This design comes from an exercise in tuning for a short achievable clock period and few clock cycles on the open sky130 flow, not from production work. RTL that was checked went through simulation tests only; none was proved equivalent to the original. Function not checked in run 4: the RTL went through the layout flow alone. Power is estimated from default activity; no workload was simulated.

### flow/design.v
localparam [7:0] OP_PULSE       = 8'h01,
                 OP_STACK_INIT  = 8'h02,
                 OP_BIND_WRAP   = 8'h03,
                 OP_DEFER_ERR   = 8'h04,
                 OP_PURGE_EPOCH = 8'h05,
                 OP_SET_REG     = 8'h10,
                 OP_PUSH        = 8'h11,
                 OP_POP         = 8'h12,
                 OP_PRINT_STACK = 8'h13,
                 OP_TIME_PULSE  = 8'h20,
                 OP_CJUMP       = 8'h21,
                 OP_RETURN      = 8'hFF;
localparam [2:0] ST_RUNNING                = 3'd0,
                 ST_DONE_RETURN            = 3'd1,
                 ST_DONE_EXHAUSTED         = 3'd2,
                 ST_DONE_STOPPED           = 3'd3,
                 ST_FAIL_UNKNOWN_OPCODE    = 3'd4,
                 ST_FAIL_DECODE_TRUNCATION = 3'd5,
                 ST_FAIL_JUMP_OUT_OF_BOUNDS = 3'd6,
                 ST_FAIL_STACK_OVERFLOW    = 3'd7;
module avion_regfile (
    input  wire        clk,
    input  wire        rst,
    input  wire        we,
    input  wire [7:0]  widx,
    input  wire [7:0]  wdata,
    input  wire [7:0]  ridx,
    output wire [7:0]  rdata,
    input  wire [3:0]  dbg_idx,
    output wire [7:0]  dbg_data
);
    reg [7:0] x [0:15];
    integer i;
    always @(posedge clk) begin
        if (rst) begin
            for (i = 0; i < 16; i = i + 1)
                x[i] <= 8'd0;
        end else if (we && widx < 8'd16) begin
            x[widx[3:0]] <= wdata;
        end
    end
    assign rdata    = (ridx < 8'd16) ? x[ridx[3:0]] : 8'd0;
    assign dbg_data = x[dbg_idx];
endmodule
module avion_stack (
    input  wire       clk,
    input  wire       rst,
    input  wire       push,
    input  wire       pop,
    input  wire       clear,
    input  wire [7:0] din,
    output reg  [5:0] sp,
    output wire [7:0] top,
    input  wire [4:0] dbg_idx,
    output wire [7:0] dbg_data
);
    reg [7:0] mem [0:31];
    always @(posedge clk) begin
        if (rst) begin
            sp <= 6'd0;
        end else if (clear) begin
            sp <= 6'd0;
        end else if (push) begin
            mem[sp[4:0]] <= din;
            sp <= sp + 6'd1;
        end else if (pop) begin
            sp <= sp - 6'd1;
        end
    end
    assign top      = mem[sp[4:0] - 5'd1];
    assign dbg_data = mem[dbg_idx];
endmodule
module avion_core (
    input  wire        clk,
    input  wire        rst,         
    input  wire [15:0] len,         
    output reg         mem_rd,
    output reg  [15:0] mem_addr,
    input  wire [7:0]  mem_data,
    input  wire        stop,
    output reg         delay_req,
    input  wire        delay_ack,
    output reg         ev_valid,
    output reg  [7:0]  ev_op,
    output reg  [7:0]  ev_a,
    output reg  [7:0]  ev_b,
    output reg  [7:0]  ev_c,
    output reg         ev_flag,
    output reg  [2:0]  status,
    output reg  [15:0] pc,
    output reg  [1:0]  epoch,
    output reg         ledger,
    output wire [5:0]  sp,
    input  wire [5:0]  dbg_sel,
    output wire [15:0] dbg_data
);
localparam [7:0] OP_PULSE       = 8'h01,
                 OP_STACK_INIT  = 8'h02,
                 OP_BIND_WRAP   = 8'h03,
                 OP_DEFER_ERR   = 8'h04,
                 OP_PURGE_EPOCH = 8'h05,
                 OP_SET_REG     = 8'h10,
                 OP_PUSH        = 8'h11,
                 OP_POP         = 8'h12,
                 OP_PRINT_STACK = 8'h13,
                 OP_TIME_PULSE  = 8'h20,
                 OP_CJUMP       = 8'h21,
                 OP_RETURN      = 8'hFF;
localparam [2:0] ST_RUNNING                = 3'd0,
                 ST_DONE_RETURN            = 3'd1,
                 ST_DONE_EXHAUSTED         = 3'd2,
                 ST_DONE_STOPPED           = 3'd3,
                 ST_FAIL_UNKNOWN_OPCODE    = 3'd4,
                 ST_FAIL_DECODE_TRUNCATION = 3'd5,
                 ST_FAIL_JUMP_OUT_OF_BOUNDS = 3'd6,
                 ST_FAIL_STACK_OVERFLOW    = 3'd7;
    reg  [15:0] len_r;        
    reg  [15:0] lenm1_r;      
    reg         run;
    reg         f_eof;        
    reg         tv, te;       
    reg  [15:0] nx_r;         
    reg         wt;           
    reg  [1:0]  role;
    reg         is_push, is_set;    
    reg  [7:0]  op_r, b1_r, b2_r, rv_r;
    reg         eq_r;
    reg  [15:0] pc4_r;        
    reg  [7:0]  hi_cap;       
    reg         hi_in;        
    reg  [7:0]  lo_cap;       
    wire [7:0]  d = mem_data;
    reg        dk;            
    reg        dz;            
    always @(*) begin
        dk = 1'b1;
        dz = 1'b0;
        case (d)
            OP_PULSE, OP_STACK_INIT, OP_BIND_WRAP, OP_DEFER_ERR,
            OP_PURGE_EPOCH, OP_POP, OP_PRINT_STACK, OP_TIME_PULSE,
            OP_RETURN:   dz = 1'b1;
            OP_PUSH, OP_SET_REG, OP_CJUMP: ;
            default:     dk = 1'b0;
        endcase
    end
    reg         reg_we;
    wire [7:0]  reg_rdata;
    wire [7:0]  reg_dbg;
    avion_regfile u_regs (
        .clk     (clk),
        .rst     (rst),
        .we      (reg_we),
        .widx    (b1_r),
        .wdata   (d),
        .ridx    (d),
        .rdata   (reg_rdata),
        .dbg_idx (dbg_sel[3:0]),
        .dbg_data(reg_dbg)
    );
    reg         stk_push, stk_pop, stk_clear;
    wire [7:0]  stk_top;
    wire [7:0]  stk_dbg;
    avion_stack u_stack (
        .clk     (clk),
        .rst     (rst),
        .push    (stk_push),
        .pop     (stk_pop),
        .clear   (stk_clear),
        .din     (d),
        .sp      (sp),
        .top     (stk_top),
        .dbg_idx (dbg_sel[4:0]),
        .dbg_data(stk_dbg)
    );
    assign dbg_data = dbg_sel[5]  ? {8'd0, stk_dbg} :
                      !dbg_sel[4] ? {8'd0, reg_dbg} : 16'd0;
    wire hold   = delay_req && !delay_ack;
    wire active = (status == ST_RUNNING) && !hold && !wt && run;
    wire tok    = active && tv;
    wire sp_empty = (sp == 6'd0);
    wire sp_full  = (sp == 6'd32);
    wire [15:0] target = pc4_r + {{8{d[7]}}, d};
    wire        oob    = ($signed(d) > $signed(hi_cap)) || ($signed(d) < $signed(lo_cap));
    wire        at_end = hi_in && (d == hi_cap);
    always @(*) begin
        reg_we    = 1'b0;
        stk_push  = 1'b0;
        stk_pop   = 1'b0;
        stk_clear = 1'b0;
        if (tok) begin
            case (role)
                2'd0: begin
                    stk_clear = (d == OP_STACK_INIT);
                    stk_pop   = (d == OP_POP) && !sp_empty;
                end
                2'd1: stk_push = is_push && !sp_full;
                2'd2: reg_we   = is_set;
                default: ;
            endcase
        end
    end
    wire [16:0] len_m_pc4 = {1'b0, len_r} - {1'b0, pc4_r};
    always @(posedge clk) begin
        len_r   <= len;
        lenm1_r <= len - 16'd1;
        pc4_r   <= pc + 16'd4;
        hi_in   <= len_m_pc4 <= 17'd127;
        hi_cap  <= (len_m_pc4 <= 17'd127) ? len_m_pc4[7:0] : 8'd127;
        lo_cap  <= (pc4_r >= 16'd128) ? 8'h80 : (8'd0 - pc4_r[7:0]);
        if (rst) begin
            run       <= 1'b1;
            status    <= ST_RUNNING;
            pc        <= 16'd0;
            epoch     <= 2'd0;
            ledger    <= 1'b0;
            mem_addr  <= 16'd0;
            mem_rd    <= (len != 16'd0);
            f_eof     <= (len == 16'd0);
            tv        <= 1'b0;
            te        <= 1'b0;
            nx_r      <= 16'd1;
            wt        <= 1'b0;
            role      <= 2'd0;
            is_push   <= 1'b0;
            is_set    <= 1'b0;
            op_r      <= 8'd0;
            b1_r      <= 8'd0;
            b2_r      <= 8'd0;
            rv_r      <= 8'd0;
            eq_r      <= 1'b0;
            delay_req <= 1'b0;
            ev_valid  <= 1'b0;
            ev_op     <= 8'd0;
            ev_a      <= 8'd0;
            ev_b      <= 8'd0;
            ev_c      <= 8'd0;
            ev_flag   <= 1'b0;
        end else begin
            ev_valid <= 1'b0;
            if (stop)
                run <= 1'b0;
            tv   <= mem_rd;
            te   <= f_eof;
            nx_r <= mem_addr + 16'd1;
            if (mem_rd) begin
                mem_addr <= mem_addr + 16'd1;
                if (mem_addr == lenm1_r) begin
                    mem_rd <= 1'b0;
                    f_eof  <= 1'b1;
                end
            end
            if (status != ST_RUNNING) begin
                mem_rd    <= 1'b0;
                f_eof     <= 1'b0;
                tv        <= 1'b0;
                te        <= 1'b0;
                delay_req <= 1'b0;
            end else if (hold) begin
                mem_rd <= 1'b0;
                f_eof  <= 1'b0;
                tv     <= 1'b0;
                te     <= 1'b0;
                wt     <= 1'b1;
                role   <= 2'd0;
            end else if (wt) begin
                wt        <= 1'b0;
                delay_req <= 1'b0;
                if (!run) begin
                    status <= ST_DONE_STOPPED;
                    mem_rd <= 1'b0;
                    f_eof  <= 1'b0;
                end else begin
                    mem_addr <= pc;
                    mem_rd   <= (pc != len_r);
                    f_eof    <= (pc == len_r);
                end
            end else begin
                delay_req <= 1'b0;
                if (!run) begin
                    status <= ST_DONE_STOPPED;
                    mem_rd <= 1'b0;
                    f_eof  <= 1'b0;
                end else if (te) begin
                    status <= (role == 2'd0) ? ST_DONE_EXHAUSTED : ST_FAIL_DECODE_TRUNCATION;
                    mem_rd <= 1'b0;
                    f_eof  <= 1'b0;
                end else if (tv) begin
                    case (role)
                        2'd0: begin
                            op_r    <= d;
                            is_push <= (d == OP_PUSH);
                            is_set  <= (d == OP_SET_REG);
                            if (!dk) begin
                                status <= ST_FAIL_UNKNOWN_OPCODE;
                                mem_rd <= 1'b0;
                                f_eof  <= 1'b0;
                            end else if (dz) begin
                                ev_valid <= 1'b1;
                                ev_op    <= d;
                                ev_a     <= 8'd0;
                                ev_b     <= 8'd0;
                                ev_c     <= 8'd0;
                                ev_flag  <= 1'b0;
                                if (d == OP_POP) begin
                                    ev_a    <= sp_empty ? 8'd0 : stk_top;
                                    ev_flag <= sp_empty;
                                end
                                if (d == OP_PRINT_STACK) begin
                                    ev_a <= {2'b00, sp};
                                    ev_b <= sp_empty ? 8'd0 : stk_top;
                                end
                                pc <= nx_r;
                                if (d != OP_PURGE_EPOCH && epoch == 2'd3) begin
                                    epoch  <= 2'd0;
                                    ledger <= 1'b0;
                                end else begin
                                    epoch <= (d == OP_PURGE_EPOCH) ? 2'd1 : epoch + 2'd1;
                                    if (d == OP_DEFER_ERR)
                                        ledger <= 1'b1;
                                end
                                if (d == OP_TIME_PULSE)
                                    delay_req <= 1'b1;
                                if (d == OP_RETURN) begin
                                    status <= ST_DONE_RETURN;
                                    mem_rd <= 1'b0;
                                    f_eof  <= 1'b0;
                                end
                            end else begin
                                role <= 2'd1;
                            end
                        end
                        2'd1: begin
                            b1_r <= d;
                            rv_r <= reg_rdata;
                            if (is_push) begin
                                if (sp_full) begin
                                    status <= ST_FAIL_STACK_OVERFLOW;
                                    mem_rd <= 1'b0;
                                    f_eof  <= 1'b0;
                                end else begin
                                    ev_valid <= 1'b1;
                                    ev_op    <= op_r;
                                    ev_a     <= d;
                                    ev_b     <= 8'd0;
                                    ev_c     <= 8'd0;
                                    ev_flag  <= 1'b0;
                                    pc       <= nx_r;
                                    role     <= 2'd0;
                                    if (epoch == 2'd3) begin
                                        epoch  <= 2'd0;
                                        ledger <= 1'b0;
                                    end else
                                        epoch <= epoch + 2'd1;
                                end
                            end else begin
                                role <= 2'd2;
                            end
                        end
                        2'd2: begin
                            b2_r <= d;
                            eq_r <= (rv_r == d);
                            if (is_set) begin
                                ev_valid <= 1'b1;
                                ev_op    <= op_r;
                                ev_a     <= b1_r;
                                ev_b     <= d;
                                ev_c     <= 8'd0;
                                ev_flag  <= 1'b0;
                                pc       <= nx_r;
                                role     <= 2'd0;
                                if (epoch == 2'd3) begin
                                    epoch  <= 2'd0;
                                    ledger <= 1'b0;
                                end else
                                    epoch <= epoch + 2'd1;
                            end else begin
                                role <= 2'd3;
                            end
                        end
                        default: begin
                            if (eq_r && oob) begin
                                status <= ST_FAIL_JUMP_OUT_OF_BOUNDS;
                                mem_rd <= 1'b0;
                                f_eof  <= 1'b0;
                            end else begin
                                ev_valid <= 1'b1;
                                ev_op    <= op_r;
                                ev_a     <= b1_r;
                                ev_b     <= b2_r;
                                ev_c     <= d;
                                ev_flag  <= eq_r;
                                role     <= 2'd0;
                                if (epoch == 2'd3) begin
                                    epoch  <= 2'd0;
                                    ledger <= 1'b0;
                                end else
                                    epoch <= epoch + 2'd1;
                                if (eq_r) begin
                                    pc       <= target;
                                    mem_addr <= target;
                                    mem_rd   <= !at_end;
                                    f_eof    <= at_end;
                                    tv       <= 1'b0;
                                    te       <= 1'b0;
                                end else begin
                                    pc <= nx_r;
                                end
                            end
                        end
                    endcase
                end
            end
        end
    end
endmodule
### flow/run.sh
#!/bin/bash
# synth_recipe.tcl (not shown) runs the flow's synth.tcl, then flattens the netlist and writes it again
# the make line also repeats each setting of config.mk as NAME=value (left out here)
make -C /OpenROAD-flow-scripts/flow DESIGN_CONFIG=/design/flow/config.mk WORK_HOME=/design/flow/orfs CLKGATE_MAP_FILE= SYNTH_SCRIPT=/design/flow/synth_recipe.tcl finish
### flow/config.mk
export PLATFORM = sky130hd
export DESIGN_NAME = avion_core
export DESIGN_NICKNAME = avion_core
export VERILOG_FILES = /design/flow/design.v
export SDC_FILE = /design/flow/constraint.sdc
export NUM_CORES = 4
export LEC_CHECK = 0
export ABC_CLOCK_PERIOD_IN_PS = 4000
export CAP_MARGIN = 20
export CORE_MARGIN = 2
export CORE_UTILIZATION = 40
export SETUP_SLACK_MARGIN = 5
export SLEW_MARGIN = 20
### flow/constraint.sdc
create_clock -name core_clock -period 10.0 [get_ports {clk}]
set_input_delay 2.0000 -clock core_clock [delete_from_list [all_inputs] [get_ports {clk}]]
set_output_delay 2.0000 -clock core_clock [all_outputs]
set_load 0.01 [all_outputs]
==> notes.md, run 1 <==
1st-iter DRT viols - 2457
Height of the die - 281.5 µm
DRT Pass-1 Iters - 5
Post-synthesis async set-or-reset flop share - 0%
Combinational Power Share - 9.3%
# port buffers - 121
Clock latency on the worst-skew pair - 0.62 ns
VDD IR max - 104.8 µV
Residual DRC - 0
First-pass GRT wire length - 140.6 mm
Run status - complete, no violations
Clock Power Share - 43.2%
Final clock skew - 0.03091 ns
CTS Buffer Depth - 3
Sw Ratio - 24.89%
Setup-failing EPs final - 0
Slew Limit Headroom - 21.65%
Top-count cell post-synth - edfxtp_1
Final min period - 5.865 ns
Crit Path Class - in2out
GR Overflow Total - 0
Fin. Hold Viols - 0
Avg WL per Cell - 25.75 µm
Crit. End Element - primary output
Io pins - 130
Multi-input combinational cell area - 14390 µm²
Max Freq - 0.1705 GHz
Worst min-delay path class - reg2reg
Sequential power share - 47.5%
Area Overhead vs Synth - 15.26%
Synth Warn # - 3
Pwr Total - 0.005660 W
Total length of routed wires - 93.83 mm
EDFF count, synth - 384
Final number of max-transition violations - 0
Synth top area cells - edfxtp_1 (37%), mux4_2 (16%), dfxtp_1 (13%)
Req. time, crit path - 8.00 ns
Syn_area_per_cell - 12.28 µm²
Top post-synthesis cells by count - edfxtp_1 (384), mux4_2 (224), dfxtp_1 (203), nor2_1 (201), nand2_1 (184)
CTS H-Tree Depth - 3
# nets final - 2665
Cell variety after synth - 94
Cell taking the most area after synthesis - edfxtp_1
Sw power - 0.001409 W
GRT Total Usage - 23.65%
Power Internal - 0.004251 W
DP HPWL - 62.98 mm
Design Area, Final - 35500 µm²
Lkg Pwr - 11.98 nW
Final core utilization - 46.67%
Register bit total from synthesis - 587
Clock root buffer - clkbuf_16
Post-synthesis sequential area ratio - 50.63%
Initial core utilization - 40.49%
Vias in the first global route - 21706
Share of cells above drive strength 1 - 18.83%
CTS tree - yes
Setup_tns - 0 ns
Reg-to-reg setup timing slack - 5.35 ns
# Max-Cap Violations - 0
Tcrit/Tclk final - 58.65%
Cells after Synth - 2509
PD cells - 159.4 nW/µm²
RePlAce Congestion - 0.9153
Largest net degree at the start of global routing - 74
Initial antenna violation count - 1
Share of Yosys cell area claimed by the top area cell type - 37.43%
RSZ-0062 raised after global routing - yes
Via count - 22077
Die Area - 79250 µm²
Routed vias/inst - 6.058
Crit path max fanout - 9
Core area - 76080 µm²
Chip Width - 281.5 µm
Mapped Area - 30800 µm²
CP startpoint kind - input port
Crit path DAT - 3.86 ns
CTS buffer count - 67
Register area - 15600 µm²
Post-DP Area - 32730 µm²
Worst slew pin tran - 1.173 ns
Filler cells - 6810
Cell Rows - 101
Num Clock Sinks - 587
Routed Antenna Nets - 0
Top_reg_cell synth - edfxtp_1
Clock transition at path regs - 0.06 ns
==> stage by stage <==
step | instances | worst slack, ns | hold WS, ns
after detailed placement | 3505 | 2.708 | 0.4471
after global routing | 3643 | 4.101 | 0.4702
after global placement | 3504 | 2.815 | 0.4400
after CTS | 3638 | 4.075 | 0.4568
final | 3644 | 4.135 | 0.4552
after floorplan | 2517 | 4.429 | 0.4278
==> cell type report <==
| type | count | share of cell area, % |
|---|---|---|
| diodes | 1 | 0.007048 |
| clock buffers | 86 | 5.184 |
| clock inverters | 34 | 0.9409 |
| inverters | 60 | 0.6343 |
| multi-input cells | 1678 | 40.54 |
| flip-flops and latches | 587 | 43.93 |
| well taps | 1030 | 3.630 |
| repair buffers | 168 | 5.131 |
==> power groups by stage <==
stage | Clock [W] | Combinational, W | Sequential [W]
after detailed placement | 0 | 0.000498 | 0.00274
final | 0.00244 | 0.000528 | 0.00269
after global placement | 0 | 0.000486 | 0.00274
after floorplan | 0 | 0.000344 | 0.00271
after CTS | 0.00247 | 0.000519 | 0.00269
after global routing | 0.00257 | 0.000567 | 0.00269
==> cell families after synthesis <==
logic type / share of synthesized area, %
other: 0.01217
AND/OR/NAND/NOR: 14.38
AO/OA/AOI/OAI: 7.848
adder cells (fa/ha/maj): 2.876
multiplexers: 17.32
XOR/XNOR: 3.526
buffers and inverters: 3.408
flip-flops: 50.63
==> final timing paths <==
path,from,endpoint,cells past startpoint
max,dbg_sel[0],dbg_data[5],7
min,b2_r[1],b2_r[1],2
max reg2reg,u_stack.sp[0],ev_b[6],10
min reg2reg,b2_r[1],b2_r[1],2
==> per-layer routing <==
layer | up-vias | global-route usage, % | routed length, µm
met5 | - | 0 | 0
met4 | 0 | 7.665 | 2745
met3 | 156 | 5.494 | 8987
met2 | 1189 | 36.19 | 42350
met1 | 11120 | 33.30 | 39750
li1 | 9612 | - | -
==> what timing repair did <==
action	in CTS	in global routing
endpoints found under the setup margin	288	198
pin swaps	3	2
hold buffers	0	0
buffers inserted	7	0
gates cloned	6	3
gates resized for setup	88	28
==> cells in the final DEF (no fill, tap or decap), drive strengths merged, types with 31 or more instances in the layout <==
cell type      Yosys  final
a211oi            31     31
a21oi            100    100
and2             115    115
and3              34     34
buf               60     63
clkbuf           131     90
clkdlybuf4s50      0     99
dfxtp            203    203
edfxtp           384    384
ha                66     66
inv               60     67
mux4             224    224
nand2            184    184
nand3             80     80
nand4             39     39
nor2             203    203
nor3              66     66
o21ai             63     63
xnor2             84     84
xor2              40     40
==> registers in the layout (all words and copies together), names as in the netlist, 16 cells and up <==
name / flops
u_stack.mem: 256
u_regs.x: 128
len_r: 16
lenm1_r: 16
mem_addr: 16
nx_r: 16
pc4_r: 16
pc: 16
==> critical path, stage by stage <==
cell and delay [ns]:
clkbuf_16 0.17, buf_16 0.16, mux4_2 0.51, mux4_2 0.53, mux2i_1 0.16, o21ai_1 0.13, buf_2 0.20
Testbench counts, summed over its fixed seeds: cycles 29,934.
==> run 2, diff against run 1 <==
--- a/flow/config.mk
+++ b/flow/config.mk
@@ -7,3 +7,2 @@
 export LEC_CHECK = 0
-export ABC_CLOCK_PERIOD_IN_PS = 4000
 export CAP_MARGIN = 20
@@ -11,3 +10,2 @@
 export CORE_UTILIZATION = 40
-export SETUP_SLACK_MARGIN = 5
 export SLEW_MARGIN = 20
==> notes.md, run 2 <==
Crit path from - dbg_sel[0]
PD cells - 163.9 nW/µm²
GRT Total Usage - 23.50%
1st-iter DRT viols - 2572
Avg WL per Cell - 25.69 µm
XOR/XNOR share of the synthesized area - 3.526%
Run status - complete, no violations
Num Clock Sinks - 587
Register area - 15600 µm²
Crit path DAT - 5.25 ns
Top-count cell post-synth - edfxtp_1
Multi-input combinational cell area - 14220 µm²
Critical path's slowest cell - buf_6
CTS buffer count - 67
Slew Limit Headroom - 24.71%
Synth top area cells - edfxtp_1 (37%), mux4_2 (16%), dfxtp_1 (13%)
Clock transition at path regs - 0.05 ns
Share of Yosys cell area claimed by the top area cell type - 37.43%
Chip Width - 281.5 µm
Cells after Synth - 2509
Post_cts resized - 0
Final min period - 7.253 ns
Area fraction in compound gates after synthesis - 7.848%
Worst min-delay path class - reg2reg
ANT cells - 0
GR Overflow Total - 0
Worst slew pin tran - 1.127 ns
Final clock skew - 0.03904 ns
Fin. Hold Viols - 0
Setup-failing EPs final - 0
Main combinational cell family by area after synthesis - multiplexers
Leading cell type in the layout, fill and taps excluded - edfxtp_1
Most frequent cells in the layout - edfxtp_1 (384), mux4_2 (224), dfxtp_1 (202)
Routed vias/inst - 6.076
CTS tree - yes
# Max-Cap Violations - 0
Crit Path Class - in2out
Core area - 76080 µm²
Crit path max fanout - 69
Cell Rows - 101
CTS Buffer Depth - 3
First-pass GRT wire length - 139.9 mm
Filler cells - 6834
RePlAce Congestion - 0.9532
Register bit total from synthesis - 587
Mapped Area - 30800 µm²
Largest net degree at the start of global routing - 70
End of the worst register-to-register path - ev_b[3]
DP HPWL - 65.73 mm
Worst reg-to-reg path cell count - 10
CTS H-Tree Depth - 3
Initial antenna violation count - 0
Post-synthesis async set-or-reset flop share - 0%
CP startpoint kind - input port
# nets final - 2653
Reg2reg start - u_stack.sp[0]
Reg-to-reg setup timing slack - 5.77 ns
Io pins - 130
Lkg Pwr - 11.82 nW
DRT Pass-1 Iters - 5
VDD IR max - 122.5 µV
Area Overhead vs Synth - 13.79%
Die Area - 79250 µm²
Via count - 22074
Syn_area_per_cell - 12.28 µm²
Total length of routed wires - 93.32 mm
# port buffers - 121
Share of cells above drive strength 1 - 16.52%
Clock latency on the worst-skew pair - 0.62 ns
Top_reg_cell synth - edfxtp_1
Max Freq - 0.1379 GHz
Postcts setup bufs - 0
CP max stage delay - 0.68 ns
Post-synthesis sequential area ratio - 50.63%
RSZ-0062 raised after global routing - no
Post-synthesis simple-gate area fraction - 14.38%
EDFF count, synth - 384
Final number of max-transition violations - 0
Tcrit/Tclk final - 72.53%
Top post-synthesis cells by count - edfxtp_1 (384), mux4_2 (224), dfxtp_1 (203), nor2_1 (201), nand2_1 (184)
Crit. End Element - primary output
Initial core utilization - 40.49%
Cell taking the most area after synthesis - edfxtp_1
Hold buffers post-CTS - 0
Residual DRC - 0
Synth Warn # - 3
Mux cell area share after synthesis - 17.32%
Synth Area in Adders - 2.876%
Largest register FFs - 256
CP most frequent cell - mux4_2
Worst setup path end - dbg_data[0]
Req. time, crit path - 8.00 ns
Vias in the first global route - 21197
Cell variety after synth - 94
CP Cell Sequence - buf_6 > buf_4 > mux4_2 > mux4_2 > mux2i_1 > o21ai_0 > clkdlybuf4s50_1
Clock root buffer - clkbuf_16
Pwr Total - 0.005746 W
Height of the die - 281.5 µm
Routed Antenna Nets - 0
Setup_tns - 0 ns
## run 2: cell types whose count changed in the layout (fill, tap and decap cells not counted), moves of 7 or more
cell / delta
nor2_2: -22
buf_16: -10
buf_4: +8
nor2_1: +32
clkdlybuf4s50_1: +10
o21ai_0: +8
nor2_4: -10
buf_2: -7
## run 2: cells by family after synthesis
group,count (synthesis)
AND/OR/NAND/NOR,866
AO/OA/AOI/OAI,357
buffers and inverters,252
adder cells (fa/ha/maj),69
XOR/XNOR,124
multiplexers,253
other,1
flip-flops,587
## run 2: stage by stage
step	util (%)	hold WS, ns	std cells	setup WS [ns]	instance area (µm²)
finish	46.07	0.4542	3633	2.747	35050
CTS	46.06	0.4532	3633	2.674	35040
detailed placement	43.09	0.4449	3511	2.668	32780
floorplan	-	0.4278	2517	4.032	30830
global route	46.07	0.4623	3633	2.503	35050
global placement	43.05	0.4386	3510	2.747	32750
## run 2: layout make-up
cell class                      count  share of cell area, %
Sequential cell                   587                  44.50
Multi-Input combinational cell   1678                  40.58
Clock buffer                       86                  5.237
Timing Repair Buffer              156                  4.137
Tap cell                         1030                  3.677
Clock inverter                     36                  1.221
Inverter                           60                 0.6426
## run 2: per-layer routing
metal	part of all wire (%)	GRT usage, %	vias to the layer above
li1	-	-	9595
met1	43	34.05	11053
met2	44	35.27	1267
met3	9.5	4.798	159
met4	3.0	7.788	0
met5	0	0	-
## run 2: worst min-delay path by stage
stage | start | endpoint | slack (ns) | cells after the start
global route | b2_r[1] | b2_r[1] | 0.46 | 2
CTS | b2_r[1] | b2_r[1] | 0.45 | 2
detailed placement | b2_r[1] | b2_r[1] | 0.44 | 2
floorplan | pc[0] | pc4_r[0] | 0.43 | 0
finish | op_r[2] | op_r[2] | 0.45 | 2
global placement | b2_r[4] | b2_r[4] | 0.44 | 2
## run 2: critical path: cells and delay by family
family	cells	cell delay [ns]
compound gates	1	0.24
mux	3	1.27
buf+inv	3	1.69
## run 2: power by group
| group | switching [W] | internal, W |
|---|---|---|
| clock network | 0.00104 | 0.00152 |
| registers | 0.0000589 | 0.00263 |
| logic | 0.000296 | 0.000211 |
==> run 3, diff against run 2 <==
--- a/flow/design.v
+++ b/flow/design.v
@@ -28,3 +28,3 @@
     output wire [7:0]  rdata,
-    input  wire [3:0]  dbg_idx,
+    input  wire [5:0]  dbg_sel,
     output wire [7:0]  dbg_data
@@ -42,3 +42,10 @@
     assign rdata    = (ridx < 8'd16) ? x[ridx[3:0]] : 8'd0;
-    assign dbg_data = x[dbg_idx];
+    reg  [7:0] dbg_o;
+    integer    k;
+    always @(*) begin
+        dbg_o = 8'd0;
+        for (k = 0; k < 16; k = k + 1)
+            dbg_o = dbg_o | ({8{dbg_sel == k}} & x[k]);
+    end
+    assign dbg_data = dbg_o;
 endmodule
@@ -53,3 +60,3 @@
     output wire [7:0] top,
-    input  wire [4:0] dbg_idx,
+    input  wire [5:0] dbg_sel,
     output wire [7:0] dbg_data
@@ -70,3 +77,10 @@
     assign top      = mem[sp[4:0] - 5'd1];
-    assign dbg_data = mem[dbg_idx];
+    reg  [7:0] dbg_o;
+    integer    k;
+    always @(*) begin
+        dbg_o = 8'd0;
+        for (k = 0; k < 32; k = k + 1)
+            dbg_o = dbg_o | ({8{dbg_sel == 32 + k}} & mem[k]);
+    end
+    assign dbg_data = dbg_o;
 endmodule
@@ -156,3 +170,3 @@
         .rdata   (reg_rdata),
-        .dbg_idx (dbg_sel[3:0]),
+        .dbg_sel (dbg_sel),
         .dbg_data(reg_dbg)
@@ -171,7 +185,6 @@
         .top     (stk_top),
-        .dbg_idx (dbg_sel[4:0]),
+        .dbg_sel (dbg_sel),
         .dbg_data(stk_dbg)
     );
-    assign dbg_data = dbg_sel[5]  ? {8'd0, stk_dbg} :
-                      !dbg_sel[4] ? {8'd0, reg_dbg} : 16'd0;
+    assign dbg_data = {8'd0, reg_dbg | stk_dbg};
     wire hold   = delay_req && !delay_ack;
--- a/flow/config.mk
+++ b/flow/config.mk
@@ -7,2 +7,3 @@
 export LEC_CHECK = 0
+export ABC_CLOCK_PERIOD_IN_PS = 4000
 export CAP_MARGIN = 20
@@ -10,2 +11,3 @@
 export CORE_UTILIZATION = 40
+export SETUP_SLACK_MARGIN = 5
 export SLEW_MARGIN = 20
==> notes.md, run 3 <==
Total length of routed wires - 137.0 mm
Initial antenna violation count - 6
Largest register FFs - 256
Io pins - 130
DRT Pass-1 Iters - 6
First-pass GRT wire length - 187.8 mm
Setup_tns - 0 ns
Initial core utilization - 40.32%
Final number of max-transition violations - 0
Routed vias/inst - 6.568
Worst min-delay path class - reg2reg
Syn_area_per_cell - 11.50 µm²
1st-iter DRT viols - 3329
# Max-Cap Violations - 0
Lkg Pwr - 12.32 nW
Clock transition at path regs - 0.06 ns
Largest net degree at the start of global routing - 65
RePlAce Congestion - 1.053
Top_reg_cell synth - edfxtp_1
Crit. End Element - primary output
Run status - complete, no violations
Most frequent cells in the layout - edfxtp_1 (384), dfxtp_1 (202), nand2_1 (187)
Chip Width - 277.7 µm
Multi-input combinational cell area - 14720 µm²
Clock latency on the worst-skew pair - 0.62 ns
Cell variety after synth - 90
Cell Rows - 100
CTS buffer count - 67
# port buffers - 121
Residual DRC - 0
VDD IR max - 117.1 µV
Worst slew pin tran - 1.113 ns
RSZ-0062 raised after global routing - yes
Avg WL per Cell - 36.34 µm
PD cells - 156.6 nW/µm²
Share of Yosys cell area claimed by the top area cell type - 38.48%
Routed Antenna Nets - 0
Num Clock Sinks - 587
Synth Warn # - 3
Hold buffers post-CTS - 0
Max Freq - 0.1665 GHz
Die Area - 77120 µm²
Cells after Synth - 2605
Register area - 15600 µm²
Leading cell type in the layout, fill and taps excluded - edfxtp_1
GRT Total Usage - 34.81%
Top-count cell post-synth - edfxtp_1
Area Overhead vs Synth - 21.15%
Req. time, crit path - 8.00 ns
Mapped Area - 29970 µm²
Crit path max fanout - 8
Synth top area cells - edfxtp_1 (38%), dfxtp_1 (14%), mux4_2 (8.0%)
Design Area, Final - 36300 µm²
Slew Limit Headroom - 25.61%
Fin. Hold Viols - 0
Vias in the first global route - 23356
Filler cells - 6587
GR Overflow Total - 0
Tcrit/Tclk final - 60.06%
CTS Buffer Depth - 3
Final min period - 6.006 ns
Crit Path Class - in2out
Setup-failing EPs final - 0
EDFF count, synth - 384
Cell taking the most area after synthesis - edfxtp_1
Register bit total from synthesis - 587
Share of cells above drive strength 1 - 21.94%
Post-synthesis sequential area ratio - 52.04%
Post-synthesis async set-or-reset flop share - 0%
CTS tree - yes
Post-DP Area - 32470 µm²
Core area - 74320 µm²
DP HPWL - 102.5 mm
Crit path DAT - 4.01 ns
Final clock skew - 0.03636 ns
CTS H-Tree Depth - 3
Clock root buffer - clkbuf_16
Height of the die - 277.7 µm
Top post-synthesis cells by count - edfxtp_1 (384), nor2_1 (233), nand2_1 (205), dfxtp_1 (203), clkbuf_1 (127)
CP startpoint kind - input port
Via count - 24761
# nets final - 2849
## run 3: cell count changes in the layout (fill, tap and decap cells not counted), moves of 19 or more
cell      before  now
a22oi_1        3   49
buf_4         38   86
mux4_2       224  106
nor2_2         1   24
o311ai_0      20    1
a22o_1         2   73
a21oi_1      100   78
buf_6          1   23
a221oi_2       0   52
nor2_4         1   56
nor2_1       201  159
## run 3: worst max-delay path, cell delays in order
cell	delay (ns)
buf_8	0.09
or2_4	0.18
buf_4	0.19
nor2_4	0.10
a22o_4	0.29
a221oi_1	0.27
nand4_1	0.15
or4_4	0.59
buf_6	0.14
## run 3: area by class of cell
cell class                      count  share of cell area (%)
Clock buffer                       82                   5.052
Tap cell                          969                   3.340
Clock inverter                     39                  0.9960
Timing Repair Buffer              233                   6.386
Antenna cell                        2                 0.01379
Inverter                           66                  0.6927
Multi-Input combinational cell   1792                   40.55
Sequential cell                   587                   42.97
## run 3: final timing paths
kind	startpoint	endpoint	slack, ns	cells past startpoint
max	dbg_sel[4]	dbg_data[4]	3.99	9
min	b2_r[5]	b2_r[5]	0.45	2
max reg2reg	u_stack.sp[0]	ev_b[4]	5.62	11
min reg2reg	b2_r[5]	b2_r[5]	0.45	2
## run 3: stage by stage
| step | setup slack (ns) | util, % | total power [W] | hold WS, ns | std cells |
|---|---|---|---|---|---|
| CTS | 3.976 | 48.13 | 0.005696 | 0.4521 | 3749 |
| detailed placement | 2.330 | 43.69 | 0.003213 | 0.4441 | 3582 |
| finish | 3.994 | 48.85 | 0.005686 | 0.4518 | 3770 |
| global route | 3.950 | 48.84 | 0.005830 | 0.4759 | 3768 |
| global placement | 2.359 | 43.69 | 0.003203 | 0.4382 | 3582 |
| floorplan | 4.484 | - | 0.003003 | 0.4282 | 2613 |
## run 3: logic make-up after synthesis
group	count (synthesis)	share of synthesized area (%)
compound gates	511	13.03
xor+xnor	128	3.741
fa+ha+maj	68	2.914
buf+inv	235	3.470
flops	587	52.04
mux	129	8.743
other cells	1	0.01251
simple gates	946	16.05
## run 3: where the power goes
group / internal [W] / switching [W]
clock: 0.00144 / 0.00104
combinational: 0.000195 / 0.000310
sequential: 0.00263 / 0.0000758
total: 0.00426 / 0.00142
## run 3: timing repair
action / CTS / global route
endpoints found under the setup margin: 461 / 357
pin swaps: 42 / 31
resized for setup: 222 / 74
setup buffers: 45 / 15
gates cloned: 1 / 3
## run 3: per-layer routing
metal	vias to the layer above	track usage [%]	wire length, µm
met5	-	0	35
met2	1633	53.95	61400
li1	10199	-	-
met1	12589	45.73	53170
met3	334	7.479	13600
met4	6	18.54	8803
Testbench counts of run 3, summed over its fixed seeds: cycles 29,934.
==> run 4, diff against run 3 <==
--- a/flow/design.v
+++ b/flow/design.v
@@ -28,4 +28,3 @@
     output wire [7:0]  rdata,
-    input  wire [5:0]  dbg_sel,
-    output wire [7:0]  dbg_data
+    output wire [127:0] xs
 );
@@ -42,10 +41,6 @@
     assign rdata    = (ridx < 8'd16) ? x[ridx[3:0]] : 8'd0;
-    reg  [7:0] dbg_o;
-    integer    k;
-    always @(*) begin
-        dbg_o = 8'd0;
-        for (k = 0; k < 16; k = k + 1)
-            dbg_o = dbg_o | ({8{dbg_sel == k}} & x[k]);
-    end
-    assign dbg_data = dbg_o;
+    genvar g;
+    generate for (g = 0; g < 16; g = g + 1) begin : g_xs
+        assign xs[8*g +: 8] = x[g];
+    end endgenerate
 endmodule
@@ -60,4 +55,3 @@
     output wire [7:0] top,
-    input  wire [5:0] dbg_sel,
-    output wire [7:0] dbg_data
+    output wire [255:0] ms
 );
@@ -77,10 +71,6 @@
     assign top      = mem[sp[4:0] - 5'd1];
-    reg  [7:0] dbg_o;
-    integer    k;
-    always @(*) begin
-        dbg_o = 8'd0;
-        for (k = 0; k < 32; k = k + 1)
-            dbg_o = dbg_o | ({8{dbg_sel == 32 + k}} & mem[k]);
-    end
-    assign dbg_data = dbg_o;
+    genvar g;
+    generate for (g = 0; g < 32; g = g + 1) begin : g_ms
+        assign ms[8*g +: 8] = mem[g];
+    end endgenerate
 endmodule
@@ -161,3 +151,2 @@
     wire [7:0]  reg_rdata;
-    wire [7:0]  reg_dbg;
     avion_regfile u_regs (
@@ -170,4 +159,3 @@
         .rdata   (reg_rdata),
-        .dbg_sel (dbg_sel),
-        .dbg_data(reg_dbg)
+        .xs      (xs)
     );
@@ -175,3 +163,2 @@
     wire [7:0]  stk_top;
-    wire [7:0]  stk_dbg;
     avion_stack u_stack (
@@ -185,6 +172,12 @@
         .top     (stk_top),
+        .ms      (ms)
+    );
+    wire [127:0] xs;
+    wire [255:0] ms;
+    avion_dbg u_dbg (
+        .xs      (xs),
+        .ms      (ms),
         .dbg_sel (dbg_sel),
-        .dbg_data(stk_dbg)
+        .dbg_data(dbg_data)
     );
-    assign dbg_data = {8'd0, reg_dbg | stk_dbg};
     wire hold   = delay_req && !delay_ack;
@@ -428 +421,63 @@
 endmodule
+module avion_dbg (
+    input  wire [127:0] xs,
+    input  wire [255:0] ms,
+    input  wire [5:0]   dbg_sel,
+    output wire [15:0]  dbg_data
+);
+    wire [7:0] hi, lo;
+    avion_dec3 u_hi (.a(dbg_sel[5:3]), .y(hi));
+    avion_dec3 u_lo (.a(dbg_sel[2:0]), .y(lo));
+    wire [383:0] dat = {ms, xs};
+    wire [383:0] t;           
+    genvar e, b, q;
+    generate
+        for (e = 0; e < 48; e = e + 1) begin : g_e
+            for (b = 0; b < 8; b = b + 1) begin : g_b
+                avion_nand3 u_t (
+                    .a(hi[(e < 16) ? (e >> 3) : ((e + 16) >> 3)]),
+                    .b(lo[e & 7]),
+                    .c(dat[8*e + b]),
+                    .y(t[8*e + b])
+                );
+            end
+        end
+        for (b = 0; b < 8; b = b + 1) begin : g_o
+            wire [11:0] u;
+            wire [3:0]  v;
+            for (q = 0; q < 12; q = q + 1) begin : g_u
+                avion_nand4 u_u (.a(t[8*(4*q) + b]), .b(t[8*(4*q+1) + b]),
+                                 .c(t[8*(4*q+2) + b]), .d(t[8*(4*q+3) + b]), .y(u[q]));
+            end
+            for (q = 0; q < 4; q = q + 1) begin : g_v
+                avion_nor3 u_v (.a(u[3*q]), .b(u[3*q+1]), .c(u[3*q+2]), .y(v[q]));
+            end
+            avion_nand4 u_w (.a(v[0]), .b(v[1]), .c(v[2]), .d(v[3]), .y(dbg_data[b]));
+        end
+    endgenerate
+    assign dbg_data[15:8] = 8'd0;
+endmodule
+module avion_dec3 (
+    input  wire [2:0] a,
+    output wire [7:0] y
+);
+    assign y = 8'd1 << a;
+endmodule
+module avion_nand3 (
+    input  wire a, b, c,
+    output wire y
+);
+    assign y = !(a && b && c);
+endmodule
+module avion_nand4 (
+    input  wire a, b, c, d,
+    output wire y
+);
+    assign y = !(a && b && c && d);
+endmodule
+module avion_nor3 (
+    input  wire a, b, c,
+    output wire y
+);
+    assign y = !(a || b || c);
+endmodule
--- a/flow/config.mk
+++ b/flow/config.mk
@@ -13 +13,2 @@
 export SLEW_MARGIN = 20
+export SYNTH_HIERARCHICAL = 1
==> notes.md, run 4 <==
Setup-failing EPs final - 0
Power Internal - 0.004285 W
Reg2reg start - u_stack.sp[0]
Clock latency on the worst-skew pair - 0.62 ns
First-pass GRT wire length - 156.5 mm
Worst slew pin tran - 1.076 ns
Synth Warn # - 9
Sw Ratio - 25.47%
Die Area - 78430 µm²
Req. time, crit path - 8.00 ns
Io pins - 130
Share of cells above drive strength 1 - 15.46%
Worst setup path end - dbg_data[6]
PD cells - 157.1 nW/µm²
Crit. End Element - primary output
Post-DP Area - 32680 µm²
Run status - complete, no violations
Combinational Power Share - 10.0%
Leading cell type in the layout, fill and taps excluded - nand3_1
Via count - 25373
Clock transition at path regs - 0.06 ns
Most frequent cells in the layout - nand3_1 (432), edfxtp_1 (384), nand2_1 (230)
RSZ-0062 raised after global routing - yes
Tcrit/Tclk final - 57.97%
Hold buffers post-CTS - 0
CTS buffer count - 66
# port buffers - 121
Height of the die - 280.1 µm
CTS H-Tree Depth - 3
Vias in the first global route - 24427
GRT Total Usage - 26.45%
RePlAce Congestion - 0.9038
Final number of max-transition violations - 0
CP startpoint kind - input port
Reg-to-reg setup timing slack - 5.16 ns
Crit path max fanout - 8
Cell Rows - 101
DRT Pass-1 Iters - 10
Num Clock Sinks - 587
Total length of routed wires - 107.8 mm
CTS Buffer Depth - 3
Final core utilization - 48.36%
Area Overhead vs Synth - 20.09%
Clock Power Share - 43.0%
Largest net degree at the start of global routing - 65
Cells after Synth - 2808
Initial antenna violation count - 0
Routed vias/inst - 6.346
# Max-Cap Violations - 0
Clock root buffer - clkbuf_16
Worst reg-to-reg path cell count - 11
Slew Limit Headroom - 27.31%
Setup_tns - 0 ns
Final min period - 5.797 ns
Crit path from - dbg_sel[1]
Sequential power share - 47.0%
Fin. Hold Viols - 0
Avg WL per Cell - 26.97 µm
1st-iter DRT viols - 3125
GR Overflow Total - 0
Residual DRC - 0
Core area - 75700 µm²
CTS tree - yes
Lkg Pwr - 12.56 nW
Mapped Area - 30480 µm²
Largest register FFs - 256
Syn_area_per_cell - 10.86 µm²
Routed Antenna Nets - 0
Chip Width - 280.1 µm
End of the worst register-to-register path - ev_b[6]
Max Freq - 0.1725 GHz
Initial core utilization - 40.27%
Design Area, Final - 36610 µm²
Final clock skew - 0.03542 ns
Crit Path Class - in2out
Sw power - 0.001465 W
DP HPWL - 67.65 mm
Worst min-delay path class - reg2reg
VDD IR max - 116.2 µV
# nets final - 3072
ANT cells - 0
Crit path DAT - 3.80 ns
-- run 4: what timing repair did --
action,CTS,global route
gates cloned,18,6
endpoints found under the hold margin,0,0
pin swaps,46,37
setup buffers,10,23
setup endpoints to repair,331,358
gates resized for setup,227,50
-- run 4: power groups by stage --
stage / Clock [W] / Sequential, W / Combinational [W]
2_1_floorplan: 0 / 0.00272 / 0.000307
3_3_place_gp: 0 / 0.00275 / 0.000498
3_5_place_dp: 0 / 0.00275 / 0.000508
4_1_cts: 0.00248 / 0.00270 / 0.000546
5_1_grt: 0.00258 / 0.00271 / 0.000608
6_report: 0.00247 / 0.00270 / 0.000574
-- run 4: worst max-delay path: stages --
cell     delay [ns]
buf_8          0.11
and3b_4        0.28
buf_4          0.20
nand3_1        0.07
nand4_1        0.22
nor3_2         0.32
nand4_1        0.32
buf_2          0.25
-- run 4: area by class of cell --
class / count / area [µm²]
Fill cell: 6648 / 39090
Multi-Input combinational cell: 2026 / 14760
Inverter: 74 / 277.8
Timing Repair Buffer: 215 / 2572
Sequential cell: 587 / 15600
Clock buffer: 91 / 1859
Clock inverter: 27 / 319.1
Tap cell: 978 / 1224
-- run 4: worst min path at each step --
stage,endpoint,slack [ns],cells after the start,start
finish,te,0.44,2,f_eof
global route,te,0.46,2,f_eof
CTS,te,0.43,2,f_eof
detailed placement,te,0.43,2,f_eof
global placement,te,0.42,2,f_eof
floorplan,te,0.41,2,f_eof
-- run 4: through the flow --
stage / setup WS, ns / power, W / cells / hold WS, ns
after floorplan: 4.276 / 0.003031 / 2815 / 0.4093
after global placement: 3.009 / 0.003249 / 3823 / 0.4160
after detailed placement: 2.975 / 0.003260 / 3823 / 0.4253
after CTS: 4.274 / 0.005729 / 3969 / 0.4343
after global routing: 4.250 / 0.005894 / 3998 / 0.4636
final: 4.203 / 0.005750 / 3998 / 0.4389
-- run 4: metal layers --
metal  track usage (%)  share of wire, %
met5                 0                 0
met4             13.37               5.0
met3             4.980                10
met2             42.38                47
met1             34.25                38

[static timing again, ports no longer ideal]
How much do the figures lean on ideal ports? The routed layouts below were timed once more, with nothing changed but the port constraints.
Step 1 assumes that a clkbuf_16 drives the clock port and a buf_2 every other input.
Step 2 adds t to the input delays and takes it off the output delays; t is the mean of the earliest and latest rising clock arrival at the registers after step 1. Input paths then give back, and output paths get back, about the clock's delay inside the block.
a / b / c = no drivers / after step 1 / after step 2; a / b = the first two.
run	t (ns)	slack for setup (ns)	worst setup path after step 2	pins driven straight from the clock port
run 1	0.661	4.135 / 3.800 / 3.800	input to output	1
run 2	0.661	2.747 / 2.706 / 2.706	input to output	1
run 3	0.672	3.994 / 3.926 / 3.926	input to output	1
run 4	0.673	4.203 / 4.148 / 4.148	input to output	1
After both steps every run listed still meets setup and hold. The setup slack of run 1, which loses most, moves by -0.335 ns with the drivers and by -0.335 ns with both steps.
